From an optimization exercise on the open Yosys and OpenROAD flow, aimed at small area, a short achievable clock period and few clock cycles per item; shortcuts taken in it are not production practice. Function was checked by simulation only, so behaviour that the tests miss may differ from the original. Power figures rest on the tool's default switching activity, not on a simulated workload.

red:
Design fir_engine, start of the top module:
module fir_engine (
    input  wire        clk,
    input  wire        rst,         
    input  wire        in_valid,
    output reg         in_ready,
    input  wire [1:0]  in_op,       
    input  wire [2:0]  in_addr,     
    input  wire [31:0] in_re,
    input  wire [31:0] in_im,
    output reg         out_valid,
    input  wire        out_ready,
    output reg  [31:0] out_re,
    output reg  [31:0] out_im
);
clock: 22.0 ns
lec_check: 0
cap_margin: 20
core_margin: 2
core_utilization: 55
cts_buf_list: sky130_fd_sc_hd__clkbuf_8
place_density: 0.65
slew_margin: 20
standard.sh (not shown) runs the stock make flow with config.mk's settings and CLKGATE_MAP_FILE= SYNTH_SCRIPT=/design/flow/synth_recipe.tcl, a recipe that flattens the netlist after the stock synthesis.
==> flow/flow/run.sh <==
#!/bin/bash
# The standard ORFS layout (the standard.sh, standard synthesis unchanged),
# with the timing repair steps aiming for setup slack well beyond the clock
# constraint so the achieved period is pushed down, and clock tree synthesis
# without dummy loads. The SDC is the standard flow's own.
set -euo pipefail
MARGIN=$(cat flow/margin.txt)
CTS="-sink_clustering_enable -repair_clock_nets -dont_use_dummy_load -buf_list sky130_fd_sc_hd__clkbuf_8"
bash standard.sh finish "SETUP_SLACK_MARGIN=$MARGIN" "CTS_ARGS=$CTS" > flow_make.log 2>&1
==> flow/flow/margin.txt <==
15.5
red: all stages complete, timing, DRC and antenna checks passed
Testbench counts of red, summed over its fixed seeds: cycles 14,532, items 1,536.
Edits applied to the flow inputs when going from red to blue:
# red
export LEC_CHECK = 0
export CAP_MARGIN = 20
export CORE_MARGIN = 2
export CORE_UTILIZATION = 55
export CTS_BUF_LIST = sky130_fd_sc_hd__clkbuf_8
export PLACE_DENSITY = 0.65
export SLEW_MARGIN = 20
create_clock -name core_clock -period 22.0 [get_ports {clk}]
# blue
export LEC_CHECK = 0
export CAP_MARGIN = 20
export CORE_MARGIN = 2
export CORE_UTILIZATION = 45
export CTS_BUF_LIST = sky130_fd_sc_hd__clkbuf_8
export PLACE_DENSITY = 0.55
export SLEW_MARGIN = 20
create_clock -name core_clock -period 22.0 [get_ports {clk}]
==> flow/flow/run.sh <==
#!/bin/bash
# The standard ORFS layout (the standard.sh, standard synthesis unchanged),
# with the timing repair steps aiming for setup slack well beyond the clock
# constraint so the achieved period is pushed down. The SDC is the standard flow's own.
set -euo pipefail
MARGIN=$(cat flow/margin.txt)
bash standard.sh finish SETUP_SLACK_MARGIN=$MARGIN > flow_make.log 2>&1
==> flow/flow/margin.txt <==
15
--- outcome ---
blue completed end to end with timing, DRC and antenna clean. blue reports a lower combinational fraction of design power than red does. Total power (higher): blue. Core util | blue vs red | blue lower. Route | blue vs red | wire longer in blue. blue ends up with lower met3 wire length than red does. Sort red and blue by peak fanout along the critical path, descending, and blue comes first. From red to blue, post-synthesis instance area did not move at all. Changes observed in blue relative to red: maximum clock rate went down 6.6%, clock-buffer cell count went up 74. Higher clock period minus worst slack goes to blue over red.
Changes in green relative to blue:
==> flow/flow/run.sh <==
#!/bin/bash
# The standard ORFS layout (the standard.sh, standard synthesis unchanged),
# with the timing repair steps aiming for setup slack well beyond the clock
# constraint so the achieved period is pushed down, and clock tree synthesis
# without dummy loads. The SDC is the standard flow's own.
set -euo pipefail
MARGIN=$(cat flow/margin.txt)
CTS="-sink_clustering_enable -repair_clock_nets -dont_use_dummy_load -buf_list sky130_fd_sc_hd__clkbuf_8"
bash standard.sh finish "SETUP_SLACK_MARGIN=$MARGIN" "CTS_ARGS=$CTS" > flow_make.log 2>&1
==> flow/flow/margin.txt <==
15.5
==> summary.txt <==
- Run comparison: blue worst setup path endpoint lane[1].u_lane.aa[24]; green worst setup path endpoint out_re[29]
- Max post-route met1 wirelength across green and blue: blue
- Between green and blue, it is green whose synthesis-to-finish area growth is lower, by 0.81 points.
- Going from blue to green, number of setup buffers added after CTS grows by 20.
- A timing startpoint of the critical path of out_re[29] is what green shows, while lane[1].u_lane.u_add.ep1[3] belongs to blue.
diff inputs: green => orange
==> flow/flow/margin.txt <==
16
- Of orange and green, the higher maximum number of pins on one net before global-route repair belongs to orange.
- green → orange: clock power fell by about 2%, internal power of the cells went up, final clock period utilization by the worst path moved down, number of nets in the layout shows an increase of about 1.7%, initial antenna violation count shows an increase of 18%.

[static timing again, ports no longer ideal]
No port has a modelled driver above. Below, the same layouts with a new extraction and two added sets of constraints.
Step 1 sets driving cells, clkbuf_16 on the clock port and buf_2 on the other inputs (assumed; they add their load-dependent delay and slew).
Step 2 adds t to the input delays and takes it off the output delays; t is the mean of the earliest and latest rising clock arrival at the registers after step 1. Input paths then give back, and output paths get back, about the clock's delay inside the block.
a / b / c = ideal ports / drivers / drivers and shift; a / b = the first two.
| run | t (ns) | setup slack, ns | worst data-port slew with drivers (ns) |
|---|---|---|---|
| red | 1.075 | 15.621 / 15.543 / 14.710 | 0.21 |
| blue | 1.163 | 15.170 / 15.170 / 14.137 | 0.21 |
| green | 1.114 | 15.621 / 15.526 / 15.039 | 0.23 |
| orange | 1.135 | 15.911 / 15.810 / 14.950 | 0.18 |
After both steps setup and hold are still met in every run listed. For blue, which loses most, drivers alone change the setup slack by 0.000 ns; drivers and shift together by -1.033 ns.
